Context: an optimization exercise on an open-source flow, tuned for small area. The choices shown serve that exercise and are no tape-out recipe. In this exercise RTL edits were held to simulation tests only and were not proved equivalent to the original. The clock port is modelled as an ideal driver; clocking choices that lean on that would not hold on a real chip. Power figures rest on the tool's default switching activity, not on a simulated workload.

// drc_tx_engine
module drc_tx_engine (
    input  wire        clk,
    input  wire        rst,
    input  wire        enable,
    input  wire        cfg_we,
    input  wire [4:0]  cfg_addr,
    input  wire [31:0] cfg_wdata,
    input  wire        send,
    input  wire        force_stop,
    input  wire [1:0]  flag_clr,
    output wire        tx_valid,
    output wire [7:0]  tx_data,
    input  wire        tx_ready,
    output wire        host_busy,
    output reg         host_done,
    output wire        halt_busy,
    output reg         abort,
    output reg         fstop_drop
);
Size in the first run: roughly 1,300 cells after synthesis, about 60 I/O pins.
==> flow/config.mk <==
export PLATFORM = sky130hd
export DESIGN_NAME = drc_tx_engine
export DESIGN_NICKNAME = drc_tx_engine
export VERILOG_FILES = /design/flow/design.v
export SDC_FILE = /design/flow/constraint.sdc
export NUM_CORES = 4
export LEC_CHECK = 0
export CAP_MARGIN = 5
export CORE_MARGIN = 2
export CORE_UTILIZATION = 70
export SLEW_MARGIN = 5
export SYNTH_HIERARCHICAL = 1
export SYNTH_MINIMUM_KEEP_SIZE = 0
==> flow/constraint.sdc <==
create_clock -name core_clock -period 40.0 [get_ports {clk}]
set_input_delay 8.0000 -clock core_clock [delete_from_list [all_inputs] [get_ports {clk}]]
set_output_delay 8.0000 -clock core_clock [all_outputs]
set_load 0.01 [all_outputs]
standard.sh (not shown) runs the stock make flow with config.mk's settings and CLKGATE_MAP_FILE= SYNTH_SCRIPT=/design/flow/synth_recipe.tcl, a recipe that flattens the netlist after the stock synthesis.
==> flow/flow/run.sh <==
#!/bin/bash
# Standard synthesis and layout (standard.sh), with two changes to the clock
# tree and port buffers: no CTS dummy loads, small clock buffers, and the
# smallest buffer on each port. Each step's full output goes to its own log here.
set -euo pipefail
export CTS_ARGS="-sink_clustering_enable -repair_clock_nets -dont_use_dummy_load -buf_list sky130_fd_sc_hd__clkbuf_8 -sink_clustering_size 18 -sink_clustering_max_diameter 60"
export BUFFER_PORTS_ARGS="-buffer_cell sky130_fd_sc_hd__buf_1"
bash standard.sh synth > run_synth.log 2>&1
bash standard.sh > run_layout.log 2>&1
Rerun with:
==> flow/flow/run.sh (replaced) <==
#!/bin/bash
# Standard synthesis and layout (standard.sh), with changes to the clock tree
# and port buffers only: no CTS dummy loads, small clock buffers (a leaf
# buffer whose flip-flops would see a slow clock edge is upsized after CTS,
# post_cts.tcl), and the smallest buffer on each port.
# Each step's full output goes to its own log in this folder.
set -euo pipefail
here=$(pwd)
export CTS_ARGS="-sink_clustering_enable -repair_clock_nets -dont_use_dummy_load -buf_list sky130_fd_sc_hd__clkbuf_4 -sink_clustering_size 12 -sink_clustering_max_diameter 60"
export BUFFER_PORTS_ARGS="-buffer_cell sky130_fd_sc_hd__buf_1"
export POST_CTS_TCL="$here/flow/post_cts.tcl"
bash standard.sh synth > run_synth.log 2>&1
bash standard.sh > run_layout.log 2>&1
==> flow/flow/post_cts.tcl (new file) <==
# Upsize each clock leaf buffer whose flip-flop clock pins would see a slow
# edge (placement estimate), then legalize the placement again.
estimate_parasitics -placement
set big [get_lib_cells sky130_fd_sc_hd__clkbuf_8]
set changed 0
foreach inst [get_cells clkbuf_leaf_*] {
  if {[get_property $inst ref_name] ne "sky130_fd_sc_hd__clkbuf_4"} { continue }
  set opin [get_pins -of_objects $inst -filter "direction == output"]
  set net [get_nets -of_objects $opin]
  set worst 0.0
  foreach p [get_pins -of_objects $net -filter "direction == input"] {
    set s [get_property $p slew_max]
    if {$s > $worst} { set worst $s }
  }
  if {$worst > 0.115} {
    replace_cell $inst $big
    incr changed
  }
}
puts "post_cts: upsized $changed clock leaf buffers"
if {$changed > 0} {
  detailed_placement
  check_placement -verbose
  estimate_parasitics -placement
}
Settings changed: CAP_MARGIN 5 to 20, CORE_UTILIZATION 70 to 60, SLEW_MARGIN 5 to 20.
=>
- maximum frequency stays flat
- count of clock-buffer cells in the layout climbs by 25
- design area climbs by 0.96%
- worst setup slack is worse by 0.015 ns
- worst hold slack is worse by 0.042 ns
- non-clock buffer count climbs by 2
- wire length climbs by 4.0%
- total power climbs by 1.4%
- core utilization drops by 11 points
- flip-flop and latch count does not change

The RTL this note starts from:
==> flow/design.v <==
module drc_tx_engine (
    input  wire        clk,
    input  wire        rst,
    input  wire        enable,
    input  wire        cfg_we,
    input  wire [4:0]  cfg_addr,
    input  wire [31:0] cfg_wdata,
    input  wire        send,
    input  wire        force_stop,
    input  wire [1:0]  flag_clr,
    output wire        tx_valid,
    output wire [7:0]  tx_data,
    input  wire        tx_ready,
    output wire        host_busy,
    output reg         host_done,
    output wire        halt_busy,
    output reg         abort,
    output reg         fstop_drop
);
    localparam [7:0] SOP   = 8'h8D;
    localparam [7:0] EOP   = 8'hD8;
    localparam [7:0] ESC   = 8'hAB;
    localparam [7:0] XMASK = 8'h88;
    localparam [4:0] F_CHK = 5'd30;
    localparam [4:0] F_EOP = 5'd31;
    reg [8*23-1:0] hd;           
    reg [4:0]      hd_last;      
    reg [8*15-1:0] ld;           
    reg [3:0]      ld_last;      
    reg            armed;
    wire [31:0] wd = cfg_wdata & {32{~rst}};
    wire [4:0]  h_lastw = rst ? 5'd6 : (cfg_wdata[8:0] > 9'd16) ? 5'd22 : cfg_wdata[4:0] + 5'd6;
    wire [3:0]  l_lastw = rst ? 4'd6 : (cfg_wdata[3:0] > 4'd8)  ? 4'd14 : cfg_wdata[3:0] + 4'd6;
    wire a0 = rst | (cfg_we & (cfg_addr == 5'd0));
    wire a1 = rst | (cfg_we & (cfg_addr == 5'd1));
    wire a2 = rst | (cfg_we & (cfg_addr == 5'd2));
    wire a3 = rst | (cfg_we & (cfg_addr == 5'd3));
    wire a4 = rst | (cfg_we & (cfg_addr == 5'd4));
    wire a5 = rst | (cfg_we & (cfg_addr == 5'd5));
    always @(posedge clk) begin
        if (a0) begin
            hd[0*8 +: 8] <= wd[7:0];
            hd[3*8 +: 8] <= wd[15:8];
            hd[4*8 +: 8] <= wd[23:16];
            hd[5*8 +: 8] <= wd[31:24];
        end
        if (a1) begin
            hd[1*8 +: 8] <= wd[7:0];
            hd[2*8 +: 8] <= wd[15:8];
            hd[6*8 +: 8] <= wd[23:16];
        end
        if (a2) hd_last <= h_lastw;
        if (a3) begin
            ld[0*8 +: 8] <= wd[7:0];
            ld[3*8 +: 8] <= wd[15:8];
            ld[4*8 +: 8] <= wd[23:16];
            ld[5*8 +: 8] <= wd[31:24];
        end
        if (a4) begin
            ld[1*8 +: 8] <= wd[7:0];
            ld[2*8 +: 8] <= wd[15:8];
            ld[6*8 +: 8] <= wd[23:16];
        end
        if (a5) begin
            ld_last <= l_lastw;
            armed   <= wd[31];
        end
    end
    genvar g;
    generate
        for (g = 0; g < 8; g = g + 1) begin : g_lp
            always @(posedge clk)
                if (rst | (cfg_we & (cfg_addr == 5'd8 + g)))
                    ld[(7+g)*8 +: 8] <= wd[7:0];
        end
        for (g = 0; g < 16; g = g + 1) begin : g_hp
            always @(posedge clk)
                if (rst | (cfg_we & (cfg_addr == 5'd16 + g)))
                    hd[(7+g)*8 +: 8] <= wd[7:0];
        end
    endgenerate
    reg            hq_valid, lq_valid;
    reg            act_h, act_l;       
    reg [8*23-1:0] hs;                 
    reg [4:0]      hs_last;
    reg [8*15-1:0] lq;                 
    reg [3:0]      lq_last;
    reg [8*15-1:0] ls;                 
    reg [3:0]      ls_last;
    reg [4:0] fld;                     
    reg       esc_2nd;
    reg [7:0] acc;                     
    reg       fs_q;
    wire idle = ~act_h & ~act_l;
    assign tx_valid  = enable & (act_h | act_l | hq_valid | lq_valid);
    assign host_busy = hq_valid | act_h;
    assign halt_busy = lq_valid | act_l;
    wire xfer     = tx_valid & tx_ready;
    wire start    = xfer & idle;
    wire start_lq = start & lq_valid;
    wire admit    = send & enable & ~host_busy;
    wire fs_edge  = force_stop & ~fs_q;
    wire halt_go  = fs_edge & enable & armed;
    wire lq_load  = halt_go & ~lq_valid;
    wire [7:0] hb = hs[fld*8 +: 8];
    wire [7:0] lb = ls[fld*8 +: 8];
    wire       is_eop = (fld == F_EOP);
    wire       is_chk = (fld == F_CHK);
    wire [7:0] cur_b  = is_chk ? ~acc : (act_l ? lb : hb);
    wire       cur_spec = (cur_b == SOP) || (cur_b == EOP) || (cur_b == ESC);
    assign tx_data = idle    ? SOP :
                     is_eop  ? EOP :
                     esc_2nd ? (cur_b ^ XMASK) :
                     cur_spec ? ESC : cur_b;
    wire [7:0] flags = act_l ? ls[7:0] : hs[7:0];
    wire [4:0] last  = act_l ? {1'b0, ls_last} : hs_last;
    reg [4:0] nfld;
    always @* begin
        case (fld)
            5'd0:    nfld = flags[4] ? 5'd1 : flags[5] ? 5'd2 : 5'd3;
            5'd1:    nfld = flags[5] ? 5'd2 : 5'd3;
            5'd5:    nfld = flags[0] ? 5'd6 : (last == 5'd6) ? F_CHK : 5'd7;
            F_CHK:   nfld = F_EOP;
            default: nfld = (fld >= 5'd6 && fld == last) ? F_CHK : fld + 5'd1;
        endcase
    end
    wire body    = xfer & ~idle & ~is_eop;
    wire advance = body & ~(cur_spec & ~esc_2nd);
    wire fin     = xfer & ~idle & is_eop;
    always @(posedge clk)
        fs_q <= force_stop;
    always @(posedge clk) begin
        if (rst) begin
            hq_valid   <= 1'b0;
            lq_valid   <= 1'b0;
            act_h      <= 1'b0;
            act_l      <= 1'b0;
            host_done  <= 1'b0;
            abort      <= 1'b0;
            fstop_drop <= 1'b0;
        end else begin
            host_done <= fin & act_h;
            if (flag_clr[0]) abort      <= 1'b0;
            if (flag_clr[1]) fstop_drop <= 1'b0;
            if (fs_edge) begin
                abort <= 1'b1;
                if (!halt_go) fstop_drop <= 1'b1;
            end
            if (start & ~lq_valid) hq_valid <= 1'b0;
            if (admit)             hq_valid <= 1'b1;
            if (start_lq)          lq_valid <= 1'b0;
            if (lq_load)           lq_valid <= 1'b1;
            if (start) begin
                act_h <= ~lq_valid;
                act_l <= lq_valid;
            end else if (fin) begin
                act_h <= 1'b0;
                act_l <= 1'b0;
            end
        end
    end
    always @(posedge clk) begin
        if (start) begin
            fld     <= 5'd0;
            esc_2nd <= 1'b0;
            acc     <= 8'd0;
        end else if (body) begin
            esc_2nd <= ~advance;
            if (advance) begin
                fld <= nfld;
                acc <= acc + cur_b;
            end
        end
    end
    always @(posedge clk) begin
        if (admit) begin
            hs      <= hd;
            hs_last <= hd_last;
        end
        if (lq_load) begin
            lq      <= ld;
            lq_last <= ld_last;
        end
        if (start_lq) begin
            ls      <= lq;
            ls_last <= lq_last;
        end
    end
endmodule
==> flow/config.mk <==
export PLATFORM = sky130hd
export DESIGN_NAME = drc_tx_engine
export DESIGN_NICKNAME = drc_tx_engine
export VERILOG_FILES = /design/flow/design.v
export SDC_FILE = /design/flow/constraint.sdc
export NUM_CORES = 4
export LEC_CHECK = 0
export CAP_MARGIN = 20
export CORE_MARGIN = 2
export CORE_UTILIZATION = 60
export CTS_BUF_LIST = sky130_fd_sc_hd__clkbuf_4
export CTS_CLUSTER_DIAMETER = 30
export CTS_CLUSTER_SIZE = 10
export SLEW_MARGIN = 20
==> flow/constraint.sdc <==
create_clock -name core_clock -period 40.0 [get_ports {clk}]
set_input_delay 8.0000 -clock core_clock [delete_from_list [all_inputs] [get_ports {clk}]]
set_output_delay 8.0000 -clock core_clock [all_outputs]
set_load 0.01 [all_outputs]
run.sh (not shown) runs the stock make flow with config.mk's settings and CLKGATE_MAP_FILE= SYNTH_SCRIPT=/design/flow/synth_recipe.tcl, a recipe that flattens the netlist after the stock synthesis.
Stock flow here: none of the scripts above is used.
Change:
==> flow/flow/run.sh (new file) <==
#!/bin/bash
# Standard synthesis and layout (standard.sh), with two changes to the clock
# tree and port buffers: no CTS dummy loads, small clock buffers, and the
# smallest buffer on each port. Each step's full output goes to its own log here.
set -euo pipefail
export CTS_ARGS="-sink_clustering_enable -repair_clock_nets -dont_use_dummy_load -buf_list sky130_fd_sc_hd__clkbuf_8 -sink_clustering_size 20 -sink_clustering_max_diameter 60"
export BUFFER_PORTS_ARGS="-buffer_cell sky130_fd_sc_hd__buf_1"
bash standard.sh synth > run_synth.log 2>&1
bash standard.sh > run_layout.log 2>&1
==> flow/standard.sh (new file) <==
#!/bin/bash
# synth_recipe.tcl (not shown) runs the flow's synth.tcl, then flattens the netlist and writes it again
# the make line also repeats each setting of config.mk as NAME=value (left out here)
make -C /OpenROAD-flow-scripts/flow DESIGN_CONFIG=/design/flow/config.mk WORK_HOME=/design/flow/orfs CLKGATE_MAP_FILE= SYNTH_SCRIPT=/design/flow/synth_recipe.tcl "${@:-finish}"
Settings changed: CTS_BUF_LIST sky130_fd_sc_hd__clkbuf_4 to unset, CTS_CLUSTER_DIAMETER 30 to unset, CTS_CLUSTER_SIZE 10 to unset.
removed: flow/run.sh
What happened: Via count is lower by 5.2%. Utilization is lower by 4.0 points. Final cell count is lower by 9.0%. Wire length is lower by 1.6%. Worst setup slack is better by 0.76 ns. Clock skew is higher by 0.018 ns.
Change:
==> flow/run.sh (new file) <==
#!/bin/bash
# synth_recipe.tcl (not shown) runs the flow's synth.tcl, then flattens the netlist and writes it again
# the make line also repeats each setting of config.mk as NAME=value (left out here)
make -C /OpenROAD-flow-scripts/flow DESIGN_CONFIG=/design/flow/config.mk WORK_HOME=/design/flow/orfs CLKGATE_MAP_FILE= SYNTH_SCRIPT=/design/flow/synth_recipe.tcl finish
Settings changed: CORE_UTILIZATION 60 to 40.
removed: flow/flow/run.sh
removed: flow/standard.sh
Routed wire length rises by 2.8%.
Worst setup slack degrades by 0.76 ns.
Area after synthesis stays the same.
Via count rises by about 2.8%.
Design area rises by 9.4%.
Sequential cell count does not change.
Register-to-register slack degrades by 0.28 ns.
Die area rises by 49%.
Critical path depth is unchanged.
Final cell count rises by 20%.
Change:
==> flow/flow/run.sh (new file) <==
#!/bin/bash
# Standard synthesis and layout (standard.sh), with two changes to the clock
# tree and port buffers: no CTS dummy loads, small clock buffers, and the
# smallest buffer on each port. Each step's full output goes to its own log here.
set -euo pipefail
export CTS_ARGS="-sink_clustering_enable -repair_clock_nets -dont_use_dummy_load -buf_list sky130_fd_sc_hd__clkbuf_4 -sink_clustering_size 10 -sink_clustering_max_diameter 30"
export BUFFER_PORTS_ARGS="-buffer_cell sky130_fd_sc_hd__buf_1"
bash standard.sh synth > run_synth.log 2>&1
bash standard.sh > run_layout.log 2>&1
==> flow/standard.sh (new file) <==
#!/bin/bash
# synth_recipe.tcl (not shown) runs the flow's synth.tcl, then flattens the netlist and writes it again
# the make line also repeats each setting of config.mk as NAME=value (left out here)
make -C /OpenROAD-flow-scripts/flow DESIGN_CONFIG=/design/flow/config.mk WORK_HOME=/design/flow/orfs CLKGATE_MAP_FILE= SYNTH_SCRIPT=/design/flow/synth_recipe.tcl "${@:-finish}"
Settings changed: CORE_UTILIZATION 40 to 60.
removed: flow/run.sh
What happened:
- sequential share of layout area climbs by 5.6 points
- sequential power is about the same
- cell count drops by roughly a tenth
Change:
==> flow/run.sh (new file) <==
#!/bin/bash
# synth_recipe.tcl (not shown) runs the flow's synth.tcl, then flattens the netlist and writes it again
# the make line also repeats each setting of config.mk as NAME=value (left out here)
make -C /OpenROAD-flow-scripts/flow DESIGN_CONFIG=/design/flow/config.mk WORK_HOME=/design/flow/orfs CLKGATE_MAP_FILE= SYNTH_SCRIPT=/design/flow/synth_recipe.tcl finish
Settings changed: CTS_BUF_LIST set to sky130_fd_sc_hd__clkbuf_8, CTS_CLUSTER_SIZE set to 30.
removed: flow/flow/run.sh
removed: flow/standard.sh
Clock-buffer cell count came out lower by 19.
Final area rises by 4.8%.
Worst hold slack improves by 0.030 ns.
Setup slack loses 0.76 ns.
Synthesized area stays the same.
Final cell count grows by 2.9%.
Die area is unchanged.
Power is higher by 13%.
Combinational power rose by 5.9%.
Maximum frequency is lower by 4.4%.

Setup of try-tundra:
drc_tx_engine with an RTL version that a note above also has.
For scale: about 60 I/O pins.
clock: 40.0 ns
lec_check: 0
cap_margin: 5
core_margin: 2
core_utilization: 70
slew_margin: 5
synth_hierarchical: 1
synth_minimum_keep_size: 0
standard.sh (not shown) runs the stock make flow with config.mk's settings and CLKGATE_MAP_FILE= SYNTH_SCRIPT=/design/flow/synth_recipe.tcl, a recipe that flattens the netlist after the stock synthesis.
==> flow/flow/run.sh <==
#!/bin/bash
# Standard synthesis and layout (standard.sh), with two changes to the clock
# tree and port buffers: no CTS dummy loads, small clock buffers, and the
# smallest buffer on each port. Each step's full output goes to its own log here.
set -euo pipefail
export CTS_ARGS="-sink_clustering_enable -repair_clock_nets -dont_use_dummy_load -buf_list sky130_fd_sc_hd__clkbuf_16 -root_buf sky130_fd_sc_hd__clkbuf_4 -tree_buf sky130_fd_sc_hd__clkbuf_4 -sink_clustering_size 34 -sink_clustering_max_diameter 70"
export BUFFER_PORTS_ARGS="-buffer_cell sky130_fd_sc_hd__buf_1"
bash standard.sh synth > run_synth.log 2>&1
bash standard.sh > run_layout.log 2>&1
Modified inputs, try-cedar compared to try-tundra
diff --git a/flow/flow/run.sh b/flow/flow/run.sh
--- a/flow/flow/run.sh
+++ b/flow/flow/run.sh
@@ -6 +6 @@
-export CTS_ARGS="-sink_clustering_enable -repair_clock_nets -dont_use_dummy_load -buf_list sky130_fd_sc_hd__clkbuf_16 -root_buf sky130_fd_sc_hd__clkbuf_4 -tree_buf sky130_fd_sc_hd__clkbuf_4 -sink_clustering_size 34 -sink_clustering_max_diameter 70"
+export CTS_ARGS="-sink_clustering_enable -repair_clock_nets -dont_use_dummy_load -buf_list sky130_fd_sc_hd__clkbuf_8 -root_buf sky130_fd_sc_hd__clkbuf_4 -tree_buf sky130_fd_sc_hd__clkbuf_4 -sink_clustering_size 18 -sink_clustering_max_diameter 60"
Findings:
try-cedar finished all stages; the layout is clean. Status: share of the clock period used by the worst path parity (try-tundra, try-cedar). Relative slew slack was lower in the run labelled try-tundra. Routed wire length on met3: try-cedar vs try-tundra up 11%. Looking at antenna diode count across try-cedar and try-tundra, the one that comes out lower is try-cedar. Changes observed in try-cedar relative to try-tundra: leakage power summed over all cells decreased 0.72%; average routed wire per standard cell roughly the same. Looking at total power across try-cedar and try-tundra, the one that comes out lower is try-cedar. Final area was higher in try-tundra than in try-cedar. Relative to try-tundra, clock buffer count has increased by 13 in try-cedar. Of try-cedar and try-tundra, try-tundra shows the lower part of the total power dissipated in combinational logic, with try-cedar above it. Between try-cedar and try-tundra, the global-route wire length before repair is higher for try-tundra.
Relative to try-cedar, the following input files were edited for try-fjord:
diff --git a/flow/flow/run.sh b/flow/flow/run.sh
--- a/flow/flow/run.sh
+++ b/flow/flow/run.sh
@@ -6 +6 @@
-export CTS_ARGS="-sink_clustering_enable -repair_clock_nets -dont_use_dummy_load -buf_list sky130_fd_sc_hd__clkbuf_8 -root_buf sky130_fd_sc_hd__clkbuf_4 -tree_buf sky130_fd_sc_hd__clkbuf_4 -sink_clustering_size 18 -sink_clustering_max_diameter 60"
+export CTS_ARGS="-sink_clustering_enable -repair_clock_nets -dont_use_dummy_load -buf_list sky130_fd_sc_hd__clkbuf_8 -sink_clustering_size 18 -sink_clustering_max_diameter 60"
diff --git a/flow/config.mk b/flow/config.mk
--- a/flow/config.mk
+++ b/flow/config.mk
@@ -8 +8 @@
-export CAP_MARGIN = 5
+export CAP_MARGIN = 0
@@ -10,2 +10,2 @@
-export CORE_UTILIZATION = 70
-export SLEW_MARGIN = 5
+export CORE_UTILIZATION = 80
+export SLEW_MARGIN = 0
==> notes.md <==
Re clock-buffer cell count: try-cedar was lower than try-fjord.
Relative to try-cedar, the height of the chip measured on try-fjord has decreased by a few percent.
When try-fjord is measured against try-cedar, its proportion of cell area spent on the clock network turns out 0.16 points higher.
Wire: try-fjord routes more than try-cedar
Number of instances in the synthesized netlist came out exactly the same in try-cedar and try-fjord.
Between try-cedar and try-fjord, the flow reports number of ordinary and repair buffers in the finished layout decreasing by a few percent.
Relative to try-cedar, starting density of the core increased by 9.5 points in try-fjord.
try-cedar consumes less power than try-fjord.
Modified inputs, try-umber compared to try-fjord
diff --git a/flow/config.mk b/flow/config.mk
--- a/flow/config.mk
+++ b/flow/config.mk
@@ -8 +8 @@
-export CAP_MARGIN = 0
+export CAP_MARGIN = 20
@@ -10,2 +10,2 @@
-export CORE_UTILIZATION = 80
-export SLEW_MARGIN = 0
+export CORE_UTILIZATION = 60
+export SLEW_MARGIN = 20
--- outcome ---
- Compared with try-fjord, try-umber ends up with a larger final cell area.
- | total wire length | try-umber vs try-fjord | worse |
- Of try-umber and try-fjord, the higher post-place instance area belongs to try-umber.
- Relative to try-fjord, routed via count divided by cell count decreased by about 11% in try-umber.
- try-umber against try-fjord: total met3 wirelength after detailed routing decreased by about 40% relative to the old numbers, total of fill cells in the finished design increased by 1,662 relative to the old numbers, global-route track usage on met2 decreased by 13 points relative to the old numbers, via count decreased by 553 relative to the old numbers, die extent in x increased by about 15% relative to the old numbers.
- Any difference in maximum cell stage delay along the critical path between try-fjord and try-umber is small enough to ignore.

## afterwards: timing with drivers on the ports
The flow's constraints put no driver on any port. The routed layouts listed below were extracted and timed again, unchanged, in two steps. Step 1 (the two cells are an assumption about what drives the block):
set clk [get_ports {clk}]
set_driving_cell -lib_cell sky130_fd_sc_hd__clkbuf_16 $clk
set_driving_cell -lib_cell sky130_fd_sc_hd__buf_2 [delete_from_list [all_inputs] $clk]
Step 2 times the ports against the registers' clock, not the clock port: input delays grow and output delays shrink by t, the midpoint of the rising clock arrivals with the driver on. Three values: ideal, step 1, step 2; two values: the first two.
run | t (ns) | setup slack, ns | clock arrival spread, ns | pins driven straight from the clock port
the first run of note 1 | 0.688 | 23.472 / 23.449 / 23.449 | 0.038 / 0.038 | 1
the second run of note 1 | 0.825 | 23.458 / 23.436 / 23.436 | 0.104 / 0.105 | 1
the first run of note 2 | 1.026 | 22.762 / 22.736 / 22.736 | 0.055 / 0.055 | 1
the second run of note 2 | 0.696 | 23.518 / 23.492 / 23.492 | 0.070 / 0.070 | 1
the third run of note 2 | 0.677 | 22.758 / 22.722 / 22.723 | 0.027 / 0.026 | 1
the fourth run of note 2 | 0.996 | 23.518 / 23.492 / 23.492 | 0.108 / 0.109 | 1
the fifth run of note 2 | 0.752 | 22.761 / 22.736 / 22.736 | 0.038 / 0.038 | 1
try-tundra | 0.839 | 23.473 / 23.450 / 23.450 | 0.085 / 0.086 | 1
try-cedar | 0.863 | 23.470 / 23.447 / 23.447 | 0.061 / 0.061 | 1
try-fjord | 0.657 | 23.475 / 23.448 / 23.448 | 0.057 / 0.057 | 1
try-umber | 0.688 | 23.457 / 23.435 / 23.435 | 0.071 / 0.071 | 1
After both steps setup and hold are still met in every run listed. The setup slack of the third run of note 2, which loses most, moves by -0.036 ns with the drivers and by -0.035 ns with both steps.
